What follows belongs to an exercise in optimizing a design on an open flow for small area, a short achievable clock period and few clock cycles; a production flow would make more cautious choices.
The RTL was checked by simulation tests, not by an equivalence proof against the original design.

--- design/flow/run.sh ---
#!/bin/bash
# synth_recipe.tcl (not shown) runs the flow's synth.tcl, then flattens the netlist and writes it again
# the make line also repeats each setting of config.mk as NAME=value (left out here)
make -C /OpenROAD-flow-scripts/flow DESIGN_CONFIG=/design/flow/config.mk WORK_HOME=/design/flow/orfs CLKGATE_MAP_FILE= SYNTH_SCRIPT=/design/flow/synth_recipe.tcl finish
--- design/flow/config.mk ---
export PLATFORM = sky130hd
export DESIGN_NAME = fvmc
export DESIGN_NICKNAME = fvmc
export VERILOG_FILES = /design/flow/design.v
export SDC_FILE = /design/flow/constraint.sdc
export NUM_CORES = 8
export LEC_CHECK = 0
export CAP_MARGIN = 20
export CORE_MARGIN = 2
export CORE_UTILIZATION = 40
export SETUP_SLACK_MARGIN = 2
export SLEW_MARGIN = 20
--- design/flow/constraint.sdc ---
create_clock -name core_clock -period 90.0 [get_ports {clk}]
set_input_delay 18.0000 -clock core_clock [delete_from_list [all_inputs] [get_ports {clk}]]
set_output_delay 18.0000 -clock core_clock [all_outputs]
set_load 0.01 [all_outputs]
--- design/flow/design.v ---
`default_nettype none
module fvmc (
    input  wire        clk,
    input  wire        rst,         
    input  wire        req,         
    input  wire        we,          
    input  wire [5:0]  addr,        
    input  wire [31:0] wdata,
    output wire        ack,         
    output reg  [31:0] rdata,       
    output wire [16:0] mot_yaw,
    output wire [16:0] mot_fwd
);
    localparam integer Q_DEPTH       = 8;    
    localparam [63:0]  DT_US         = 64'd5000;
    localparam integer YAW_ADV_SHIFT = 2;
    localparam [55:0]  DIVISOR       = 56'h1_04C1_1DB7;
    localparam [5:0] A_CMD = 6'h00, A_ERR = 6'h01, A_PAYLOAD = 6'h02, A_FHI = 6'h03,
                     A_FLO = 6'h04, A_RESULT = 6'h05, A_STAT = 6'h06, A_COUNT = 6'h07,
                     A_DIST = 6'h08, A_TURN = 6'h09, A_STATE = 6'h0A, A_TARGET = 6'h0B,
                     A_POS = 6'h0C, A_VEL = 6'h0D, A_MYAW = 6'h0E, A_MFWD = 6'h0F,
                     A_ZCNT = 6'h10, A_DCNT = 6'h11, A_OPA = 6'h12, A_OPB = 6'h13,
                     A_OPRES = 6'h14, A_TDIST = 6'h15, A_SHEAD = 6'h18, A_SAX = 6'h19,
                     A_SAY = 6'h1A, A_SAZ = 6'h1B, A_SVALID = 6'h1C;
    localparam [7:0] OP_ENC = 8'h01, OP_DEC = 8'h02, OP_RXPUSH = 8'h03, OP_RXFLUSH = 8'h04,
                     OP_ENQ = 8'h10, OP_HALT = 8'h11, OP_TICK = 8'h12,
                     OP_HERR = 8'h20, OP_CORR = 8'h21;
    localparam integer E_CSUM = 0, E_ILL = 1, E_QFULL = 2, E_SENS = 3,
                       E_ENCOVF = 4, E_ACCSAT = 5, E_BUS = 6;
    function automatic [18:0] fmod360k(input signed [33:0] n);
        reg [33:0] u;
        reg [33:0] r;
        begin
            u = n[33] ? ~n : n;
            r = u % 34'd360000;
            fmod360k = n[33] ? (19'd359999 - r[18:0]) : r[18:0];
        end
    endfunction
    function automatic signed [19:0] herr(input signed [31:0] t, input signed [31:0] h);
        reg signed [33:0] d;
        begin
            d = {{2{t[31]}}, t} - {{2{h[31]}}, h} + 34'sd180000;
            herr = $signed({1'b0, fmod360k(d)}) - 20'sd180000;
        end
    endfunction
    function automatic [16:0] corr(input signed [33:0] e);
        reg [33:0] a;
        begin
            if (e < 0) begin
                a = -e;
                corr = (a >= 34'd25000) ? 17'd125000 : (17'd100000 + a[16:0]);
            end else begin
                corr = (e >= 34'sd25000) ? 17'd25000 : e[16:0];
            end
        end
    endfunction
    function automatic signed [31:0] gate(input signed [31:0] a);
        gate = (a >= -32'sd500 && a <= 32'sd500) ? 32'sd0 : a;
    endfunction
    function automatic signed [63:0] sat64(input signed [79:0] v);
        if (v > 80'sh0000_7FFF_FFFF_FFFF_FFFF)      sat64 = 64'sh7FFF_FFFF_FFFF_FFFF;
        else if (v < -80'sh0000_8000_0000_0000_0000) sat64 = 64'sh8000_0000_0000_0000;
        else                                         sat64 = v[63:0];
    endfunction
    function automatic [31:0] pos_of(input signed [63:0] p);
        reg [63:0] u, q;
        begin
            u = p[63] ? ~p : p;
            q = u / 64'd4000000000000;
            pos_of = p[63] ? ~q[31:0] : q[31:0];
        end
    endfunction
    function automatic [31:0] vel_of(input signed [63:0] v);
        reg [63:0] u, q;
        reg signed [63:0] f;
        begin
            u = v[63] ? ~v : v;
            q = u / 64'd2000000;
            f = v[63] ? ~q : q;
            if (f > 64'sh0000_0000_7FFF_FFFF)       vel_of = 32'h7FFF_FFFF;
            else if (f < -64'sh0000_0000_8000_0000) vel_of = 32'h8000_0000;
            else                                    vel_of = f[31:0];
        end
    endfunction
    reg  [6:0]  err;
    reg  [23:0] fv_payload;
    reg  [23:0] frame_hi;
    reg  [31:0] frame_lo;
    reg  [23:0] res_payload;
    reg         res_valid, res_src, res_decoded;
    reg  [2:0]  rxcnt;
    reg  [47:0] rxbuf;
    reg         last_enc_ovf;
    reg  [15:0] acc_cnt, rej_cnt;
    reg  [19:0] mc_dist;
    reg  [31:0] mc_turn;
    reg  [1:0]  phase;
    reg  [3:0]  qcount;
    reg  [1:0]  intol;
    reg  [2:0]  still;
    reg         head_def;
    reg  [18:0] mc_target;
    reg  [31:0] mc_pos, mc_vel;
    reg  [16:0] r_mot_yaw, r_mot_fwd;
    reg  [31:0] zero_cnt, done_cnt;
    reg  [31:0] opa, opb, opres;
    reg  [19:0] task_dist;
    reg  [31:0] sens_head, sens_ax, sens_ay, sens_az;
    reg  [1:0]  sens_valid;
    reg  signed [31:0] a_prev;
    reg  signed [63:0] v_x, p_x;
    reg  [19:0] fifo_dist [0:Q_DEPTH-1];
    reg  [31:0] fifo_turn [0:Q_DEPTH-1];
    reg  [2:0]  fifo_rd;
    assign ack     = 1'b1;
    assign mot_yaw = r_mot_yaw;
    assign mot_fwd = r_mot_fwd;
    wire do_acc = req & ack;
    wire do_wr  = do_acc & we;
    wire do_rd  = do_acc & ~we;
    reg mapped, ro;
    always @* begin
        mapped = 1'b1;
        ro     = 1'b0;
        case (addr)
            A_CMD, A_ERR, A_PAYLOAD, A_FHI, A_FLO, A_DIST, A_TURN, A_OPA, A_OPB,
            A_SHEAD, A_SAX, A_SAY, A_SAZ, A_SVALID: ro = 1'b0;
            A_RESULT, A_STAT, A_COUNT, A_STATE, A_TARGET, A_POS, A_VEL, A_MYAW, A_MFWD,
            A_ZCNT, A_DCNT, A_OPRES, A_TDIST: ro = 1'b1;
            default: mapped = 1'b0;
        endcase
    end
    always @* begin
        case (addr)
            A_ERR:     rdata = {25'd0, err};
            A_PAYLOAD: rdata = {8'd0, fv_payload};
            A_FHI:     rdata = {8'd0, frame_hi};
            A_FLO:     rdata = frame_lo;
            A_RESULT:  rdata = {5'd0, res_decoded, res_src, res_valid, res_payload};
            A_STAT:    rdata = {28'd0, last_enc_ovf, rxcnt};
            A_COUNT:   rdata = {rej_cnt, acc_cnt};
            A_DIST:    rdata = {12'd0, mc_dist};
            A_TURN:    rdata = mc_turn;
            A_STATE:   rdata = {20'd0, head_def, still, intol, qcount, phase};
            A_TARGET:  rdata = {13'd0, mc_target};
            A_POS:     rdata = mc_pos;
            A_VEL:     rdata = mc_vel;
            A_MYAW:    rdata = {15'd0, r_mot_yaw};
            A_MFWD:    rdata = {15'd0, r_mot_fwd};
            A_ZCNT:    rdata = zero_cnt;
            A_DCNT:    rdata = done_cnt;
            A_OPA:     rdata = opa;
            A_OPB:     rdata = opb;
            A_OPRES:   rdata = opres;
            A_TDIST:   rdata = {12'd0, task_dist};
            A_SHEAD:   rdata = sens_head;
            A_SAX:     rdata = sens_ax;
            A_SAY:     rdata = sens_ay;
            A_SAZ:     rdata = sens_az;
            A_SVALID:  rdata = {30'd0, sens_valid};
            default:   rdata = 32'd0;
        endcase
    end
    wire        is_cmd = do_wr && (addr == A_CMD);
    wire [7:0]  op     = wdata[7:0];
    reg         legal;
    always @* begin
        case (op)
            OP_RXPUSH: legal = (wdata[31:16] == 16'd0);
            OP_ENC, OP_DEC, OP_RXFLUSH, OP_ENQ, OP_HALT, OP_TICK, OP_HERR, OP_CORR:
                       legal = (wdata[31:8] == 24'd0);
            default:   legal = 1'b0;
        endcase
    end
    wire c_enc    = is_cmd && legal && op == OP_ENC;
    wire c_dec    = is_cmd && legal && op == OP_DEC;
    wire c_rxpush = is_cmd && legal && op == OP_RXPUSH;
    wire c_rxflsh = is_cmd && legal && op == OP_RXFLUSH;
    wire c_enq    = is_cmd && legal && op == OP_ENQ;
    wire c_halt   = is_cmd && legal && op == OP_HALT;
    wire c_tick   = is_cmd && legal && op == OP_TICK;
    wire c_herr   = is_cmd && legal && op == OP_HERR;
    wire c_corr   = is_cmd && legal && op == OP_CORR;
    wire c_ill    = is_cmd && !legal;
    wire [7:0]  rx_byte  = wdata[15:8];
    wire        rx_full  = (rxcnt == 3'd6);
    wire [55:0] rx_frame = {rxbuf, rx_byte};
    wire [55:0] dec_frame = c_rxpush ? rx_frame : {frame_hi, frame_lo};
    wire [55:0] mod_in    = c_enc ? {fv_payload, 32'd0} : dec_frame;
    wire [55:0] mod_rem   = mod_in % DIVISOR;
    wire [32:0] enc_c   = DIVISOR[32:0] - mod_rem[32:0];
    wire [23:0] enc_hi  = fv_payload | {23'd0, enc_c[32]};
    wire        enc_ovf = enc_c[32];
    wire        dec_ok  = (mod_rem == 56'd0);
    wire        hv = sens_valid[0];
    wire        av = sens_valid[1];
    wire signed [31:0] s_head = sens_head;
    wire        fifo_empty = (qcount == 4'd0);
    wire        fifo_full  = (qcount == 4'd8);
    wire [19:0] head_dist  = fifo_dist[fifo_rd];
    wire signed [31:0] head_turn = fifo_turn[fifo_rd];
    wire        t_start = (phase == 2'd0) && !fifo_empty;
    wire signed [31:0] h0 = hv ? s_head : 32'sd0;
    wire signed [32:0] tgt_sum = {h0[31], h0} + {head_turn[31], head_turn};
    wire [18:0] start_target = fmod360k({tgt_sum[32], tgt_sum});
    wire [1:0]  ph  = t_start ? 2'd1 : phase;
    wire [18:0] tgt = t_start ? start_target : mc_target;
    wire [1:0]  intol_c = t_start ? 2'd0 : intol;
    wire signed [19:0] eh = herr({13'd0, tgt}, s_head);
    wire [19:0] abs_eh = eh[19] ? -eh : eh;
    wire        head_in = (abs_eh <= 20'd1000);
    wire signed [31:0] gx = gate(sens_ax);
    wire signed [31:0] gy = gate(sens_ay);
    wire signed [31:0] gz = gate(sens_az);
    wire        is_still = (gx == 0) && (gy == 0) && (gz == 0);
    wire [2:0]  still_n  = is_still ? ((still >= 3'd5) ? 3'd5 : still + 3'd1) : 3'd0;
    wire signed [79:0] v_raw = {{16{v_x[63]}}, v_x}
                             + ({{48{a_prev[31]}}, a_prev} + {{48{gx[31]}}, gx}) * $signed({16'd0, DT_US});
    wire signed [63:0] v_sat = sat64(v_raw);
    wire        v_ovf  = (still_n != 3'd5) && (v_raw != {{16{v_sat[63]}}, v_sat});
    wire signed [63:0] v_new = (still_n == 3'd5) ? 64'sd0 : v_sat;
    wire signed [79:0] p_raw = {{16{p_x[63]}}, p_x}
                             + ({{16{v_x[63]}}, v_x} + {{16{v_new[63]}}, v_new}) * $signed({16'd0, DT_US});
    wire signed [63:0] p_new = sat64(p_raw);
    wire        p_ovf  = (p_raw != {{16{p_new[63]}}, p_new});
    wire [31:0] pos_new = pos_of(p_new);
    wire [31:0] vel_new = vel_of(v_new);
    wire signed [32:0] de = $signed({13'd0, task_dist}) - $signed({pos_new[31], pos_new});
    wire [32:0] abs_de = de[32] ? -de : de;
    wire        dist_in = (abs_de <= 33'd100);
    wire signed [19:0] eh_adv = eh >>> YAW_ADV_SHIFT;
    wire signed [19:0] herr_res = herr(opa, opb);
    wire [16:0]        corr_res = corr({{2{opa[31]}}, opa});
    integer i;
    always @(posedge clk) begin
        if (rst) begin
            err <= 7'd0;
            fv_payload <= 24'd0; frame_hi <= 24'd0; frame_lo <= 32'd0;
            res_payload <= 24'd0; res_valid <= 1'b0; res_src <= 1'b0; res_decoded <= 1'b0;
            rxcnt <= 3'd0; rxbuf <= 48'd0; last_enc_ovf <= 1'b0;
            acc_cnt <= 16'd0; rej_cnt <= 16'd0;
            mc_dist <= 20'd0; mc_turn <= 32'd0;
            phase <= 2'd0; qcount <= 4'd0; intol <= 2'd0; still <= 3'd0; head_def <= 1'b0;
            mc_target <= 19'd0; mc_pos <= 32'd0; mc_vel <= 32'd0;
            r_mot_yaw <= 17'd0; r_mot_fwd <= 17'd0;
            zero_cnt <= 32'd0; done_cnt <= 32'd0;
            opa <= 32'd0; opb <= 32'd0; opres <= 32'd0;
            task_dist <= 20'd0;
            sens_head <= 32'd0; sens_ax <= 32'd0; sens_ay <= 32'd0; sens_az <= 32'd0;
            sens_valid <= 2'd0;
            a_prev <= 32'sd0; v_x <= 64'sd0; p_x <= 64'sd0;
            fifo_rd <= 3'd0;
            for (i = 0; i < Q_DEPTH; i = i + 1) begin
                fifo_dist[i] <= 20'd0;
                fifo_turn[i] <= 32'd0;
            end
        end else begin
            if (do_rd && !mapped) err[E_BUS] <= 1'b1;
            if (do_wr && !mapped) err[E_BUS] <= 1'b1;
            if (do_wr && mapped && ro) err[E_BUS] <= 1'b1;
            if (do_wr) begin
                case (addr)
                    A_ERR:     err <= err & ~wdata[6:0];
                    A_PAYLOAD: fv_payload <= wdata[23:0];
                    A_FHI:     frame_hi <= wdata[23:0];
                    A_FLO:     frame_lo <= wdata;
                    A_DIST:    mc_dist <= wdata[19:0];
                    A_TURN:    mc_turn <= wdata;
                    A_OPA:     opa <= wdata;
                    A_OPB:     opb <= wdata;
                    A_SHEAD:   sens_head <= wdata;
                    A_SAX:     sens_ax <= wdata;
                    A_SAY:     sens_ay <= wdata;
                    A_SAZ:     sens_az <= wdata;
                    A_SVALID:  sens_valid <= wdata[1:0];
                    default: ;
                endcase
            end
            if (c_ill) err[E_ILL] <= 1'b1;
            if (c_enc) begin
                frame_hi <= enc_hi;
                frame_lo <= enc_c[31:0];
                last_enc_ovf <= enc_ovf;
                if (enc_ovf) err[E_ENCOVF] <= 1'b1;
            end
            if (c_rxflsh) begin
                rxbuf <= 48'd0;
                rxcnt <= 3'd0;
            end
            if (c_rxpush) begin
                if (!rx_full) begin
                    rxbuf <= {rxbuf[39:0], rx_byte};
                    rxcnt <= rxcnt + 3'd1;
                end else begin
                    frame_hi <= rx_frame[55:32];
                    frame_lo <= rx_frame[31:0];
                    rxbuf <= 48'd0;
                    rxcnt <= 3'd0;
                end
            end
            if (c_dec || (c_rxpush && rx_full)) begin
                res_decoded <= 1'b1;
                res_src     <= c_rxpush;
                if (dec_ok) begin
                    res_valid   <= 1'b1;
                    res_payload <= dec_frame[55:32];
                    acc_cnt     <= acc_cnt + 16'd1;
                end else begin
                    res_valid   <= 1'b0;
                    res_payload <= 24'd0;
                    rej_cnt     <= rej_cnt + 16'd1;
                    err[E_CSUM] <= 1'b1;
                    r_mot_yaw   <= 17'd0;
                    r_mot_fwd   <= 17'd0;
                    zero_cnt    <= zero_cnt + 32'd1;
                end
            end
            if (c_enq) begin
                if (fifo_full) begin
                    err[E_QFULL] <= 1'b1;
                end else begin
                    fifo_dist[fifo_rd + qcount[2:0]] <= mc_dist;
                    fifo_turn[fifo_rd + qcount[2:0]] <= mc_turn;
                    qcount <= qcount + 4'd1;
                end
            end
            if (c_halt) begin
                qcount    <= 4'd0;
                phase     <= 2'd0;
                r_mot_yaw <= 17'd0;
                r_mot_fwd <= 17'd0;
                zero_cnt  <= zero_cnt + 32'd1;
            end
            if (c_herr) opres <= {{12{herr_res[19]}}, herr_res};
            if (c_corr) opres <= {15'd0, corr_res};
            if (c_tick && (phase != 2'd0 || !fifo_empty)) begin
                if (t_start) begin
                    fifo_rd   <= fifo_rd + 3'd1;
                    qcount    <= qcount - 4'd1;
                    head_def  <= !hv;
                    if (!hv) err[E_SENS] <= 1'b1;
                    mc_target <= start_target;
                    task_dist <= head_dist;
                    still     <= 3'd0;
                    a_prev    <= 32'sd0;
                    v_x       <= 64'sd0;
                    p_x       <= 64'sd0;
                    mc_pos    <= 32'd0;
                    mc_vel    <= 32'd0;
                    phase     <= 2'd1;
                    intol     <= 2'd0;
                end
                if (ph == 2'd1) begin
                    if (hv) begin
                        if (head_in && intol_c == 2'd1) begin
                            intol <= 2'd0;
                            phase <= 2'd2;
                        end else begin
                            intol     <= head_in ? intol_c + 2'd1 : 2'd0;
                            r_mot_yaw <= corr({{14{eh[19]}}, eh});
                            r_mot_fwd <= 17'd0;
                        end
                    end else begin
                        err[E_SENS] <= 1'b1;
                        intol     <= 2'd0;
                        r_mot_yaw <= 17'd0;
                        r_mot_fwd <= 17'd0;
                    end
                end else if (ph == 2'd2) begin
                    if (hv && av) begin
                        still  <= still_n;
                        a_prev <= gx;
                        v_x    <= v_new;
                        p_x    <= p_new;
                        mc_pos <= pos_new;
                        mc_vel <= vel_new;
                        if (v_ovf || p_ovf) err[E_ACCSAT] <= 1'b1;
                        if (dist_in && intol == 2'd1) begin
                            intol     <= 2'd0;
                            phase     <= 2'd0;
                            r_mot_yaw <= 17'd0;
                            r_mot_fwd <= 17'd0;
                            zero_cnt  <= zero_cnt + 32'd1;
                            done_cnt  <= done_cnt + 32'd1;
                        end else begin
                            intol     <= dist_in ? intol + 2'd1 : 2'd0;
                            r_mot_fwd <= corr({de[32], de});
                            r_mot_yaw <= corr({{14{eh_adv[19]}}, eh_adv});
                        end
                    end else begin
                        err[E_SENS] <= 1'b1;
                        intol     <= 2'd0;
                        r_mot_yaw <= 17'd0;
                        r_mot_fwd <= 17'd0;
                    end
                end
            end
        end
    end
endmodule
`default_nettype wire
==> results.py <==
metrics = {
    "yosys": {
        "ys_ff_latch": 1259,
        "postSynthCellCount": 27500,
        "synth_area_mm2": 0.206,
        "synth_edf_count": 416,
        "synth_area_leaders": "dfxtp_1 (8.2%), xnor2_1 (7.5%), edfxtp_1 (6.1%)",
        "synth_commonest_cells": "nor2_1 (2929), nand2_1 (2748), a21oi_1 (2251)",
        "avgSynthCellArea_um2": 7.49,
        "yosysWarningCount": 1,
        "synthArstFlopShare_pct": 0,
        "synth_cell_type_count": 244,
        "synth_top_area_share_pct": 8.18,
        "yosysMostFrequentCell": "nor2_1",
        "synthFlopType": "dfxtp_1",
        "netlist.top_cell.by_area": "dfxtp_1",
        "syn-num-nets": 28600,
        "ys_seq_area_share_pct": 14.2,
    },
    "setup_path": {
        "end_kind": "register",
        "crit_top_cell": "a21o_1",
        "path_class": "register to register",
        "cp_slowest_cell": "or4_1",
        "cp_num_cells": 338,
        "cp_top_family": "compound AO/OA/AOI/OAI gates",
        "critPathBufInv": 30,
        "crit_fanout": 38,
        "cp.required_ps": 90790,
        "start_kind": "register",
        "reg2reg_depth": 338,
        "slowest_delay_ps": 690,
        "crit_arrival_ps": 83140,
    },
    "grt": {
        "grt_antenna_before_repair": 52,
        "grt_max_degree": 165,
        "grt_pass1_vias": 195000,
        "grt-ovfl-total": 0,
        "grt_pass1_wl_um": 1260000,
        "track_usage_pct": 30.8,
    },
    "placement": {
        "place_area_mm2": 0.212,
        "dp.cells": 33600,
        "gp_congestion": 1.08,
        "place_ws_ps": 1050,
        "hpwlAfterDp_um": 665000,
        "io_buffers": 107,
    },
    "cts": {
        "clkTransAtPathRegs_ps": 60,
        "ctsRootBufferMaster": "clkbuf_16",
        "clock_latency_ps": 920,
        "numCtsBuffers": 158,
        "cts_tree": "built",
        "clk_path_buf_depth": 4,
        "cts_sinks": 1259,
        "htreeDepth": 4,
        "ctsHoldBuffers": 0,
    },
    "layout": {
        "n_fill_cell": 52700,
        "fin_cells": 34000,
        "drive_gt1_share_pct": 12.4,
        "area_delta_synth_final_pct": 5.86,
        "fin_area_mm2": 0.218,
        "nNetsFinal": 28200,
    },
    "sta": {
        "slew_violations": 0,
        "fin_skew_ps": 112,
        "timing.final.ws_setup_ps": 7650,
        "hold_viol_final": 0,
        "hold_ws_ps": 453,
        "finalSetupTns_ps": 0,
        "slew_headroom_pct": 11.1,
        "fin_crit_ps": 82350,
        "tightest_slew_ps": 1330,
        "fin_crit_sh_pct": 91.5,
        "fmax_mhz": 12.1,
        "grt_setup_unrepaired": "false",
        "setup_violations": 0,
    },
    "routing": {
        "drt-initial-drc-count": 23100,
        "drc_errors": 0,
        "num_vias": 213000,
        "first_pass_iters": 9,
        "vias_per_cell": 6.27,
        "drt_wl_total_um": 847000,
        "wire_per_inst_um": 24.9,
        "ant_nets": 0,
    },
    "die": {
        "io_pins": 109,
        "dieArea_mm2": 0.521,
        "num_rows": 263,
        "die_x_um": 722,
        "start_util_pct": 40.2,
        "chipHeight_um": 722,
        "coreArea_mm2": 0.513,
    },
    "min_path": {
        "min_path_type": "register to register",
        "worstHoldPathCells": 2,
    },
    "outcome": {
        "outcome": "finished clean",
    },
    "run": {
        "maxCapViolations": 0,
    },
}
-- layer usage --
layer	global-route usage [%]	wire length, µm	part of all wire, %	vias up
met5	0.0740	278	0.033	-
met4	18.3	60000	7.1	38
met3	5.75	73000	8.6	1884
met2	48.6	369000	44	9430
met1	39.1	344000	41	102000
li1	-	-	-	99300
-- final cells by class --
type	instances	area [µm²]	area share (%)
clock inverters	64	795	0.364
flip-flops and latches	1259	29400	13.5
well taps	6757	8450	3.87
repair buffers	559	4490	2.05
repair inverters	1	5.00	0.00229
clock buffers	220	4470	2.05
diodes	39	97.6	0.0447
multi-input cells	23500	164000	75.3
inverters	1609	6130	2.81
-- timing repair --
action / in CTS / in global routing
pin swaps: 2 / 12
setup endpoints to repair: 96 / 102
gates resized for setup: 10 / 122
cloned: 1 / 1
setup buffers: 1 / 21
-- state kept, by name, summed over array words and instances, names as in the netlist, 48 cells and up, named ones only --
register	count
rxbuf	48
fifo_turn	256
fifo_dist	160
p_x	64
v_x	64
-- placed cells by master, fill, tap and decap left out, types with 325 or more instances in the layout --
cell and n:
dfxtp_1 837, a21oi_1 2245, edfxtp_1 416, buf_4 447
nand3_1 697, mux2i_1 367, inv_1 1577, a21o_1 354
xnor2_1 1729, nor3_1 692, xor2_1 835, ha_1 775
o21ai_0 1081, a22oi_1 364, nor2_1 2892, nand4_1 325
nand2_1 2740, a31oi_1 332, and2_1 717
-- kinds of logic (layout without fill, tap and decap cells) --
family / after synthesis / in the layout / share of synthesized area, %
XOR/XNOR: 2700 / 2700 / 11.9
adder cells (fa/ha/maj): 1195 / 1195 / 8.11
AND/OR/NAND/NOR: 10700 / 10700 / 26.4
multiplexers: 660 / 660 / 4.04
other: 1 / 40 / 0.00182
AO/OA/AOI/OAI: 8220 / 8221 / 28.7
flip-flops: 1259 / 1259 / 14.2
buffers and inverters: 2795 / 2453 / 6.69
-- stage by stage --
step	util, %
2_1_floorplan	-
3_3_place_gp	41.3
3_5_place_dp	41.3
4_1_cts	42.3
5_1_grt	42.5
6_report	42.5
-- worst min-delay path, stage by stage (launching register included) --
cell     delay, ps
dfxtp_1        310
nand2_1         50
a21oi_1         50
-- worst paths after layout --
| kind | start | end | slack (ps) |
|---|---|---|---|
| max | sens_ax[6]$_SDFFE_PP0P_ | zero_cnt[31]$_SDFF_PP0_ | 7650 |
| min | res_payload[11]$_SDFFE_PP0N_ | res_payload[11]$_SDFFE_PP0N_ | 450 |
| max reg2reg | sens_ax[6]$_SDFFE_PP0P_ | zero_cnt[31]$_SDFF_PP0_ | 7650 |
| min reg2reg | res_payload[11]$_SDFFE_PP0N_ | res_payload[11]$_SDFFE_PP0N_ | 450 |
Testbench counts, summed over its fixed seeds: cycles 159,346.

[separate check: timing with driven ports]
The results above use ideal ports. As a check the final layout listed here was re-extracted and re-timed, cells and wires unchanged.
Step 1: set_driving_cell puts a clkbuf_16 on clk and a buf_2 on each other input, an assumption about the parent block.
Step 2, shift: input delay + t, output delay - t, t = (earliest + latest rising clock arrival at the registers) / 2. This alone moves slack from input paths to output paths.
Slacks: ideal ports / drivers / drivers and shift; pairs: ideal ports / drivers.
shift t [ns]: 0.966
setup slack, ns: 7.647 / 7.647 / 7.647
worst setup path at the end: register to register
latest minus earliest clock arrival (ns): 0.112 / 0.113
worst register clock-pin slew, ns: 0.07 / 0.07
After both steps setup and hold are still met in this run. For this run, drivers alone change the setup slack by 0.000 ns; drivers and shift together by 0.000 ns.
